This design comes from an exercise in tuning for small area, a short achievable clock period and few clock cycles on the open sky130 flow, not from production work.
The RTL was checked by simulation tests, not by an equivalence proof against the original design.
Power is estimated from default activity; no workload was simulated.

**design/flow/constraint.sdc**
```tcl
create_clock -name core_clock -period 11.0 [get_ports {clk}]
set_input_delay 2.2000 -clock core_clock [delete_from_list [all_inputs] [get_ports {clk}]]
set_output_delay 2.2000 -clock core_clock [all_outputs]
set_load 0.01 [all_outputs]
```
**design/flow/run.sh**
```bash
#!/bin/bash
# synth_recipe.tcl (not shown) runs the flow's synth.tcl, then flattens the netlist and writes it again
# the make line also repeats each setting of config.mk as NAME=value (left out here)
make -C /OpenROAD-flow-scripts/flow DESIGN_CONFIG=/design/flow/config.mk WORK_HOME=/design/flow/orfs CLKGATE_MAP_FILE= SYNTH_SCRIPT=/design/flow/synth_recipe.tcl finish
```
**design/flow/config.mk**
```make
export PLATFORM = sky130hd
export DESIGN_NAME = md5fp
export DESIGN_NICKNAME = md5fp
export VERILOG_FILES = /design/flow/design.v
export SDC_FILE = /design/flow/constraint.sdc
export NUM_CORES = 4
export LEC_CHECK = 0
export CAP_MARGIN = 20
export CORE_MARGIN = 2
export CORE_UTILIZATION = 40
export SLEW_MARGIN = 20
```
**design/flow/design.v**
```verilog
module md5fp (
    input  wire        clk,
    input  wire        rst,           
    input  wire        req_valid,
    output wire        req_ready,
    input  wire        req_we,
    input  wire [7:0]  req_addr,
    input  wire [31:0] req_wdata,
    output reg         resp_valid,
    output reg         resp_err,
    output reg  [3:0]  resp_code,
    output reg  [31:0] resp_rdata
);
    localparam [31:0] IV0 = 32'h67452301;
    localparam [31:0] IV1 = 32'hEFCDAB89;
    localparam [31:0] IV2 = 32'h98BADCFE;
    localparam [31:0] IV3 = 32'h10325476;
    localparam [31:0] ID_VALUE = 32'h4D443501;
    localparam [3:0] E_NONE   = 4'd0;
    localparam [3:0] E_DGLEN  = 4'd1;    
    localparam [3:0] E_INDEX  = 4'd2;    
    localparam [3:0] E_ILLCMD = 4'd3;    
    localparam [3:0] E_ACCESS = 4'd4;    
    localparam [3:0] E_LOCKED = 4'd5;    
    localparam PACK_TAIL = 0;
    localparam [1:0] ST_IDLE = 2'd0;
    localparam [1:0] ST_STEP = 2'd1;
    localparam [1:0] ST_FIN  = 2'd2;
    reg [127:0] h_q;       
    reg [511:0] m_q;       
    reg [127:0] dg_q;      
    reg [7:0]   dlen_q;
    reg [19:0]  rnib_q;
    reg [23:0]  pk_q;
    reg [39:0]  fpc_q;     
    reg         fault_q;
    reg [3:0]   cause_q;
    reg [7:0]   info_q;
    reg         fpvalid_q;
    reg [1:0]   state_q;
    reg [5:0]   step_q;
    reg [31:0]  a_q, b_q, c_q, d_q;
    assign req_ready = (state_q == ST_IDLE);
    wire accept = req_valid && req_ready;
    reg [31:0] k_val;
    always @* begin
        case (step_q)
            6'd0:  k_val = 32'hd76aa478;  6'd1:  k_val = 32'he8c7b756;
            6'd2:  k_val = 32'h242070db;  6'd3:  k_val = 32'hc1bdceee;
            6'd4:  k_val = 32'hf57c0faf;  6'd5:  k_val = 32'h4787c62a;
            6'd6:  k_val = 32'ha8304613;  6'd7:  k_val = 32'hfd469501;
            6'd8:  k_val = 32'h698098d8;  6'd9:  k_val = 32'h8b44f7af;
            6'd10: k_val = 32'hffff5bb1;  6'd11: k_val = 32'h895cd7be;
            6'd12: k_val = 32'h6b901122;  6'd13: k_val = 32'hfd987193;
            6'd14: k_val = 32'ha679438e;  6'd15: k_val = 32'h49b40821;
            6'd16: k_val = 32'hf61e2562;  6'd17: k_val = 32'hc040b340;
            6'd18: k_val = 32'h265e5a51;  6'd19: k_val = 32'he9b6c7aa;
            6'd20: k_val = 32'hd62f105d;  6'd21: k_val = 32'h02441453;
            6'd22: k_val = 32'hd8a1e681;  6'd23: k_val = 32'he7d3fbc8;
            6'd24: k_val = 32'h21e1cde6;  6'd25: k_val = 32'hc33707d6;
            6'd26: k_val = 32'hf4d50d87;  6'd27: k_val = 32'h455a14ed;
            6'd28: k_val = 32'ha9e3e905;  6'd29: k_val = 32'hfcefa3f8;
            6'd30: k_val = 32'h676f02d9;  6'd31: k_val = 32'h8d2a4c8a;
            6'd32: k_val = 32'hfffa3942;  6'd33: k_val = 32'h8771f681;
            6'd34: k_val = 32'h6d9d6122;  6'd35: k_val = 32'hfde5380c;
            6'd36: k_val = 32'ha4beea44;  6'd37: k_val = 32'h4bdecfa9;
            6'd38: k_val = 32'hf6bb4b60;  6'd39: k_val = 32'hbebfbc70;
            6'd40: k_val = 32'h289b7ec6;  6'd41: k_val = 32'heaa127fa;
            6'd42: k_val = 32'hd4ef3085;  6'd43: k_val = 32'h04881d05;
            6'd44: k_val = 32'hd9d4d039;  6'd45: k_val = 32'he6db99e5;
            6'd46: k_val = 32'h1fa27cf8;  6'd47: k_val = 32'hc4ac5665;
            6'd48: k_val = 32'hf4292244;  6'd49: k_val = 32'h432aff97;
            6'd50: k_val = 32'hab9423a7;  6'd51: k_val = 32'hfc93a039;
            6'd52: k_val = 32'h655b59c3;  6'd53: k_val = 32'h8f0ccc92;
            6'd54: k_val = 32'hffeff47d;  6'd55: k_val = 32'h85845dd1;
            6'd56: k_val = 32'h6fa87e4f;  6'd57: k_val = 32'hfe2ce6e0;
            6'd58: k_val = 32'ha3014314;  6'd59: k_val = 32'h4e0811a1;
            6'd60: k_val = 32'hf7537e82;  6'd61: k_val = 32'hbd3af235;
            6'd62: k_val = 32'h2ad7d2bb;  default: k_val = 32'heb86d391;
        endcase
    end
    reg [4:0] s_val;
    always @* begin
        case ({step_q[5:4], step_q[1:0]})
            4'b00_00: s_val = 5'd7;   4'b00_01: s_val = 5'd12;
            4'b00_10: s_val = 5'd17;  4'b00_11: s_val = 5'd22;
            4'b01_00: s_val = 5'd5;   4'b01_01: s_val = 5'd9;
            4'b01_10: s_val = 5'd14;  4'b01_11: s_val = 5'd20;
            4'b10_00: s_val = 5'd4;   4'b10_01: s_val = 5'd11;
            4'b10_10: s_val = 5'd16;  4'b10_11: s_val = 5'd23;
            4'b11_00: s_val = 5'd6;   4'b11_01: s_val = 5'd10;
            4'b11_10: s_val = 5'd15;  default:  s_val = 5'd21;
        endcase
    end
    reg [3:0]  g_idx;
    reg [31:0] f_val;
    always @* begin
        case (step_q[5:4])
            2'd0: begin
                g_idx = step_q[3:0];
                f_val = (b_q & c_q) | (~b_q & d_q);
            end
            2'd1: begin
                g_idx = step_q[3:0] * 4'd5 + 4'd1;
                f_val = (d_q & b_q) | (~d_q & c_q);
            end
            2'd2: begin
                g_idx = step_q[3:0] * 4'd3 + 4'd5;
                f_val = b_q ^ c_q ^ d_q;
            end
            default: begin
                g_idx = step_q[3:0] * 4'd7;
                f_val = c_q ^ (b_q | ~d_q);
            end
        endcase
    end
    wire [31:0] m_sel   = m_q[32*g_idx +: 32];
    wire [31:0] sum     = a_q + f_val + k_val + m_sel;
    wire [31:0] rotated = (sum << s_val) | (sum >> (6'd32 - {1'b0, s_val}));
    wire [31:0] new_b   = b_q + rotated;
    reg [131:0] nib_flat;
    integer nk;
    always @* begin
        nib_flat = 132'd0;
        for (nk = 0; nk < 16; nk = nk + 1) begin
            nib_flat[4*(2*nk)   +: 4] = dg_q[8*nk + 4 +: 4];
            nib_flat[4*(2*nk+1) +: 4] = dg_q[8*nk     +: 4];
        end
    end
    localparam [39:0] TBL_INDEX = {8'd2, 8'd8, 8'd6, 8'd3, 8'd14};   
    localparam [39:0] TBL_MULT  = {8'd3, 8'd4, 8'd5, 8'd2, 8'd2};
    localparam [39:0] TBL_ADD   = {8'd5, 8'd11, 8'd16, 8'd13, 8'd0};
    reg [19:0]  fp_r;           
    reg         fp_oor;         
    reg [7:0]   fp_oor_info;    
    reg [3:0]   fp_n;
    reg [15:0]  fp_t;
    reg [15:0]  fp_c;
    reg [15:0]  fp_prod;
    integer     fi;
    always @* begin
        fp_r        = 20'd0;
        fp_oor      = 1'b0;
        fp_oor_info = 8'd0;
        fp_n        = 4'd0;
        fp_t        = 16'd0;
        fp_c        = 16'd0;
        fp_prod     = 16'd0;
        for (fi = 0; fi < 5; fi = fi + 1) begin
            fp_n = nib_flat[4*TBL_INDEX[8*fi +: 8] +: 4];
            fp_t = {8'd0, TBL_ADD[8*fi +: 8]} + {12'd0, fp_n};
            if (fp_t > 16'd30 || (fp_t[0] && fp_t > 16'd29)) begin
                if (!fp_oor) begin
                    fp_oor      = 1'b1;
                    fp_oor_info = {fi[2:0], fp_t[4:0]};
                end
            end else begin
                fp_c    = {8'd0, nib_flat[4*fp_t[4:0] +: 4], nib_flat[4*(fp_t[4:0] + 5'd1) +: 4]};
                fp_prod = fp_c * {8'd0, TBL_MULT[8*fi +: 8]};
                fp_r[4*fi +: 4] = fp_prod[7:0] & 8'h0F;
            end
        end
    end
    wire [7:0]  pk_p2 = {fp_r[15:12], fp_r[19:16]};    
    wire [7:0]  pk_p1 = {fp_r[7:4],   fp_r[11:8]};     
    wire [7:0]  pk_p0 = (PACK_TAIL != 0) ? {4'd0, fp_r[3:0]} : 8'd0;
    wire [23:0] pk_new = {pk_p0, pk_p1, pk_p2};
    reg [39:0] fpc_new;
    reg [3:0]  hex_nib;
    integer    hk;
    always @* begin
        fpc_new = 40'd0;
        hex_nib = 4'd0;
        for (hk = 0; hk < 5; hk = hk + 1) begin
            hex_nib = pk_new[19 - 4*hk -: 4];
            if (hex_nib < 4'd10)
                fpc_new[8*hk +: 8] = 8'h30 + {4'd0, hex_nib};
            else
                fpc_new[8*hk +: 8] = 8'h61 + {4'd0, hex_nib} - 8'd10;
        end
    end
    wire addr_aligned = (req_addr[1:0] == 2'b00);
    wire addr_mapped  = (req_addr <= 8'h80);
    wire is_m         = (req_addr >= 8'h40) && (req_addr <= 8'h7C);
    wire is_h         = (req_addr >= 8'h10) && (req_addr <= 8'h1C);
    wire addr_readable = (req_addr == 8'h04) || (req_addr == 8'h08) ||
                         ((req_addr >= 8'h10) && (req_addr <= 8'h3C)) ||
                         is_m || (req_addr == 8'h80);
    wire addr_writable = (req_addr == 8'h00) || (req_addr == 8'h0C) || is_h || is_m;
    wire access_error  = !addr_aligned || !addr_mapped ||
                         (req_we ? !addr_writable : !addr_readable);
    reg [31:0] rd_data;
    always @* begin
        rd_data = 32'd0;
        if (is_m) begin
            rd_data = m_q[32*req_addr[5:2] +: 32];
        end else begin
            case (req_addr)
                8'h04: rd_data = {8'd0, info_q, 4'd0, cause_q, 5'd0,
                                  (dlen_q == 8'd16), fpvalid_q, fault_q};
                8'h08: rd_data = {24'd0, dlen_q};
                8'h10: rd_data = h_q[31:0];
                8'h14: rd_data = h_q[63:32];
                8'h18: rd_data = h_q[95:64];
                8'h1C: rd_data = h_q[127:96];
                8'h20: rd_data = dg_q[31:0];
                8'h24: rd_data = dg_q[63:32];
                8'h28: rd_data = dg_q[95:64];
                8'h2C: rd_data = dg_q[127:96];
                8'h30: rd_data = {12'd0, rnib_q};
                8'h34: rd_data = {8'd0, pk_q};
                8'h38: rd_data = fpc_q[31:0];
                8'h3C: rd_data = {24'd0, fpc_q[39:32]};
                8'h80: rd_data = ID_VALUE;
                default: rd_data = 32'd0;
            endcase
        end
    end
    task reset_state;
        begin
            h_q       <= {IV3, IV2, IV1, IV0};
            m_q       <= 512'd0;
            dg_q      <= 128'd0;
            dlen_q    <= 8'd0;
            rnib_q    <= 20'd0;
            pk_q      <= 24'd0;
            fpc_q     <= 40'd0;
            fault_q   <= 1'b0;
            cause_q   <= 4'd0;
            info_q    <= 8'd0;
            fpvalid_q <= 1'b0;
        end
    endtask
    task respond;
        input       err;
        input [3:0] code;
        input [31:0] data;
        begin
            resp_valid <= 1'b1;
            resp_err   <= err;
            resp_code  <= code;
            resp_rdata <= data;
        end
    endtask
    task raise_fault;
        input [3:0] code;
        input [7:0] detail;
        begin
            fault_q <= 1'b1;
            cause_q <= code;
            info_q  <= detail;
            respond(1'b1, code, 32'd0);
        end
    endtask
    always @(posedge clk) begin
        if (rst) begin
            reset_state;
            state_q    <= ST_IDLE;
            step_q     <= 6'd0;
            a_q        <= 32'd0;
            b_q        <= 32'd0;
            c_q        <= 32'd0;
            d_q        <= 32'd0;
            resp_valid <= 1'b0;
            resp_err   <= 1'b0;
            resp_code  <= 4'd0;
            resp_rdata <= 32'd0;
        end else begin
            resp_valid <= 1'b0;
            case (state_q)
                ST_STEP: begin
                    a_q    <= d_q;
                    d_q    <= c_q;
                    c_q    <= b_q;
                    b_q    <= new_b;
                    step_q <= step_q + 6'd1;
                    if (step_q == 6'd63)
                        state_q <= ST_FIN;
                end
                ST_FIN: begin
                    h_q[31:0]   <= h_q[31:0]   + a_q;
                    h_q[63:32]  <= h_q[63:32]  + b_q;
                    h_q[95:64]  <= h_q[95:64]  + c_q;
                    h_q[127:96] <= h_q[127:96] + d_q;
                    state_q     <= ST_IDLE;
                    respond(1'b0, E_NONE, 32'd0);
                end
                default: begin
                    if (accept) begin
                        if (access_error) begin
                            respond(1'b1, E_ACCESS, 32'd0);
                        end else if (!req_we) begin
                            respond(1'b0, E_NONE, rd_data);
                        end else if (is_h) begin
                            h_q[32*req_addr[3:2] +: 32] <= req_wdata;
                            respond(1'b0, E_NONE, 32'd0);
                        end else if (is_m) begin
                            m_q[32*req_addr[5:2] +: 32] <= req_wdata;
                            respond(1'b0, E_NONE, 32'd0);
                        end else if (req_addr == 8'h0C) begin
                            if (req_wdata[31:8] != 24'd0) begin
                                respond(1'b1, E_ACCESS, 32'd0);
                            end else begin
                                if (dlen_q < 8'd16)
                                    dg_q[8*dlen_q[3:0] +: 8] <= req_wdata[7:0];
                                if (dlen_q != 8'd255)
                                    dlen_q <= dlen_q + 8'd1;
                                fpvalid_q <= 1'b0;
                                respond(1'b0, E_NONE, 32'd0);
                            end
                        end else begin
                            if (req_wdata == 32'd6) begin
                                fault_q <= 1'b0;
                                cause_q <= 4'd0;
                                info_q  <= 8'd0;
                                respond(1'b0, E_NONE, 32'd0);
                            end else if (req_wdata == 32'd7) begin
                                reset_state;
                                respond(1'b0, E_NONE, 32'd0);
                            end else if (fault_q) begin
                                respond(1'b1, E_LOCKED, 32'd0);
                            end else if (req_wdata > 32'd7) begin
                                raise_fault(E_ILLCMD, req_wdata[7:0]);
                            end else begin
                                case (req_wdata[2:0])
                                    3'd1: begin    
                                        h_q <= {IV3, IV2, IV1, IV0};
                                        respond(1'b0, E_NONE, 32'd0);
                                    end
                                    3'd2: begin    
                                        a_q     <= h_q[31:0];
                                        b_q     <= h_q[63:32];
                                        c_q     <= h_q[95:64];
                                        d_q     <= h_q[127:96];
                                        step_q  <= 6'd0;
                                        state_q <= ST_STEP;
                                    end
                                    3'd3: begin    
                                        dg_q      <= h_q;
                                        dlen_q    <= 8'd16;
                                        fpvalid_q <= 1'b0;
                                        respond(1'b0, E_NONE, 32'd0);
                                    end
                                    3'd4: begin    
                                        dg_q      <= 128'd0;
                                        dlen_q    <= 8'd0;
                                        fpvalid_q <= 1'b0;
                                        respond(1'b0, E_NONE, 32'd0);
                                    end
                                    3'd5: begin    
                                        if (dlen_q != 8'd16) begin
                                            raise_fault(E_DGLEN, dlen_q);
                                        end else if (fp_oor) begin
                                            raise_fault(E_INDEX, fp_oor_info);
                                        end else begin
                                            rnib_q    <= fp_r;
                                            pk_q      <= pk_new;
                                            fpc_q     <= fpc_new;
                                            fpvalid_q <= 1'b1;
                                            respond(1'b0, E_NONE, 32'd0);
                                        end
                                    end
                                    default: begin    
                                        respond(1'b0, E_NONE, 32'd0);
                                    end
                                endcase
                            end
                        end
                    end
                end
            endcase
        end
    end
endmodule
```
==> flow_metrics.py <==
metrics = {
    "final_layout": {
        "nets": 8891,
        "finalInstanceArea_um2": 81100,
        "synthToLayoutAreaGrowth_pct": 11.0,
        "final_layout_size_suffix_gt1_frac": 0.128,
        "regArea_um2": 20800,
        "multi_input_area_um2": 48700,
        "post-route-util": 0.448,
        "fill_cells": 17800,
    },
    "sta": {
        "slew_violations": 0,
        "tns_ns": 0,
        "finClkSkew_ns": 0.0593,
        "fin_crit_ns": 10.59,
        "fmax_mhz": 94.4,
        "hold_viol_final": 0,
        "finalCritPeriodShare": 0.963,
        "tightest_slew_ns": 1.25,
        "hold_slack_ns": 0.456,
        "relSlewSlack": 0.166,
        "finalSetupViolCount": 0,
    },
    "clocking": {
        "root_buffer": "clkbuf_16",
        "cts_tree": "built",
        "clock_sinks": 1039,
        "cts_max_level": 3,
        "path_clk_slew_ns": 0.07,
        "clk_latency_ns": 0.82,
        "cts_buffers": 121,
        "clockBufferDepth": 3,
    },
    "pwr": {
        "leakagePower_uw": 0.0284,
        "p_sw_frac": 0.252,
        "seqPwrFrac": 0.431,
        "internal_power_uw": 6540,
        "ir_drop_mv": 0.129,
        "p_per_area_nw_per_um2": 108,
        "share_comb_of_total_power": 0.047,
        "p_sw_uw": 2200,
        "p_clk_frac": 0.522,
    },
    "logic_synthesis": {
        "synth_top_area_cell": "dfxtp_1",
        "synth_seq_cells": 1039,
        "synth_nets": 9191,
        "async_reset_ff_frac": 0,
        "synth_edf_count": 0,
        "synth_top_area_frac": 0.285,
        "ys.flop_type": "dfxtp_1",
        "yosysWarningCount": 1,
        "synth_cell_types": 97,
        "mappedNetlistArea_um2": 73100,
        "yosys-top-cells-area": "dfxtp_1 28%, mux4_2 12%, nor2_1 6.0%, a22oi_1 5.6%, a21oi_1 5.0%",
        "synth_area_per_cell_um2": 8.27,
        "yosysSeqAreaShare": 0.285,
        "synth_cells": 8839,
    },
    "critical_path": {
        "cpPeakStageDelay_ns": 0.57,
        "rrSetupSlack_ns": 0.41,
        "path_common_cell": "o21ai_0",
        "cp.required_ns": 11.70,
        "cp_max_fo": 35,
        "critPathLaunchType": "flop",
        "ff2ff_path_depth": 41,
        "critPathSlowestCell": "fa_1",
        "crit_arrival_ns": 11.29,
        "critical_path_class": "flop to flop",
        "end_kind": "flop",
    },
    "routing": {
        "ant_nets": 0,
        "totalWireLength_um": 367000,
        "drtPass1Iterations": 10,
        "via_per_inst": 6.91,
        "wl_per_cell_um": 33.3,
        "drtIter0Drc": 12400,
        "drc": 0,
        "vias": 76100,
    },
    "hold_path": {
        "hold_depth": 2,
        "hold_class": "flop to flop",
    },
    "place": {
        "detailed_place.area_um2": 76500,
        "place.gp.congestion": 1.05,
        "dpl.hpwl_um": 256000,
        "io_buffers": 81,
    },
    "global_route": {
        "grt_pass1_wl_um": 517000,
        "grt_pass1_vias": 68900,
        "grt_max_degree": 216,
        "grt_overflow": 0,
        "antenna_found_initial": 17,
        "grtUsageTotal": 0.379,
    },
    "floorplan": {
        "start_util": 0.404,
        "ioPinCount": 83,
        "num_rows": 156,
        "die_h_um": 432,
        "die-area_um2": 186000,
        "core-area_um2": 181000,
        "die_w_um": 432,
    },
    "job": {
        "cap_violations": 0,
    },
    "status": {
        "status": "timing/DRC/antenna clean",
    },
}
-- kinds of logic after synthesis --
group,Yosys count,share of synthesized area
AOI/OAI and AO/OA,2828,0.261
and+or+nand+nor,2748,0.160
buffers and inverters,1070,0.0567
DFF,1039,0.285
muxes,610,0.150
adders and majority gates,309,0.0600
xor gates and xnor gates,234,0.0280
other,1,0.0000513
-- Yosys cell counts, drive strengths merged (21+ instances only) --
master and instances:
nor3 159, buf 169, nand2 922, a311oi 21, ha 238, a22oi 541
nand3 175, clkbuf 636, dfxtp 1039, a31oi 63, o211ai 114, nand2b 37
fa 70, nor2 1171, o21ai 381, mux4 385, a211oi 317, inv 262
and3 37, o21a 33, a21o 99, xnor2 178, and2 41, a21oi 733
a22o 83, or3 30, o221ai 29, nor2b 33, a222oi 47, or2 50
o31ai 34, a221oi 132, nand4 31, xor2 56, mux2i 211
-- flip-flops by register name, indices dropped and copies added, names as in the netlist, 2 cells and up --
signal / flops
s_val: 5
resp_rdata: 32
dg_q: 128
c_q: 32
step_q: 6
dlen_q: 8
info_q: 8
cause_q: 2
rnib_q: 4
m_q: 512
state_q: 2
fpc_q: 25
resp_code: 3
d_q: 32
b_q: 32
pk_q: 12
k_val: 32
h_q: 128
a_q: 32
-- critical path: cells and delay by family (launching register included) --
kind / cells / cell delay [ns]
xor gates and xnor gates: 3 / 0.69
AOI/OAI and AO/OA: 21 / 5.10
adders and majority gates: 5 / 2.05
buffers and inverters: 6 / 0.88
and+or+nand+nor: 6 / 1.36
DFF: 1 / 0.34
-- cells in the final DEF (no fill, tap or decap), types with 32 or more instances in the layout --
cell type	count
a22oi_1	541
o31ai_1	33
and2_1	39
nand2b_1	37
ha_1	235
mux2i_1	211
a21oi_1	729
mux4_2	385
nand2_1	910
and3_1	36
o211ai_1	113
or2_2	49
a21o_1	97
clkbuf_16	124
nor3_1	150
buf_4	278
nor2b_1	33
a22o_1	83
o21ai_0	358
xnor2_1	173
xor2_1	55
a211oi_1	315
nand3_1	171
dfxtp_1	1035
a221oi_1	132
a222oi_1	47
fa_1	70
a31oi_1	60
nor2_1	1134
clkdlybuf4s50_1	69
o21a_1	32
inv_1	254
-- cell type report --
type | instances | area share
Antenna cell | 6 | 0.000185
Inverter | 265 | 0.0123
Sequential cell | 1039 | 0.256
Clock buffer | 161 | 0.0421
Tap cell | 2370 | 0.0366
Clock inverter | 68 | 0.0121
Timing Repair Buffer | 382 | 0.0403
Multi-Input combinational cell | 6730 | 0.600
-- through the flow --
step	setup WS, ns	cells	total power (uW)
2_1_floorplan	0.240	8839	4060
3_3_place_gp	-0.106	10800	4240
3_5_place_dp	-0.299	10800	4240
4_1_cts	0.0541	11000	8740
5_1_grt	-0.0719	11000	8900
6_report	0.410	11000	8740
-- final timing paths --
check / end / startpoint
setup / recovery: b_q[31] / step_q[1]
hold reg to reg: pk_q[9] / pk_q[9]
setup reg to reg: b_q[31] / step_q[1]
hold / removal: pk_q[9] / pk_q[9]
-- layer usage --
| layer | up-vias | track usage | wire (um) |
|---|---|---|---|
| met5 | - | 0 | 29 |
| li1 | 32200 | - | - |
| met2 | 5577 | 0.520 | 145000 |
| met1 | 37300 | 0.515 | 144000 |
| met3 | 1009 | 0.116 | 50600 |
| met4 | 4 | 0.236 | 27400 |
-- power groups by stage --
stage / Sequential (uW) / Clock, uW / Combinational, uW
4_1_cts: 3770 / 4580 / 395
3_5_place_dp: 3850 / 0 / 394
6_report: 3770 / 4560 / 414
5_1_grt: 3770 / 4720 / 415
3_3_place_gp: 3850 / 0 / 393
2_1_floorplan: 3850 / 0 / 212
-- what timing repair did --
action / CTS / global route
buffers inserted: 1 / 10
endpoints found under the setup margin: 3 / 10
pin swaps: 1 / 5
gates cloned: 0 / 0
resized for setup: 8 / 34
hold buffers: 0 / 0
Testbench counts, summed over its fixed seeds: cycles 14,288.

## port drivers added, routing unchanged
No port has a modelled driver above. Below, the same layout with a new extraction and two added sets of constraints.
Step 1 sets driving cells, clkbuf_16 on the clock port and buf_2 on the other inputs (assumed; they add their load-dependent delay and slew).
Step 2 also shifts input and output timing later by t, the mid clock arrival at the registers, as if the neighbouring blocks saw the same clock.
Three values: no drivers, after step 1, after step 2; two values: the first two.
shift t [ns]: 0.885
setup WS [ns]: 0.410 / 0.410 / 0.410
worst hold slack (ns): 0.456 / 0.456 / 0.456
latest minus earliest clock arrival (ns): 0.059 / 0.059
worst data-port slew with drivers (ns): 0.15
After both steps this run still meets setup and hold. The setup slack of this run moves by 0.000 ns with the drivers and by 0.000 ns with both steps.
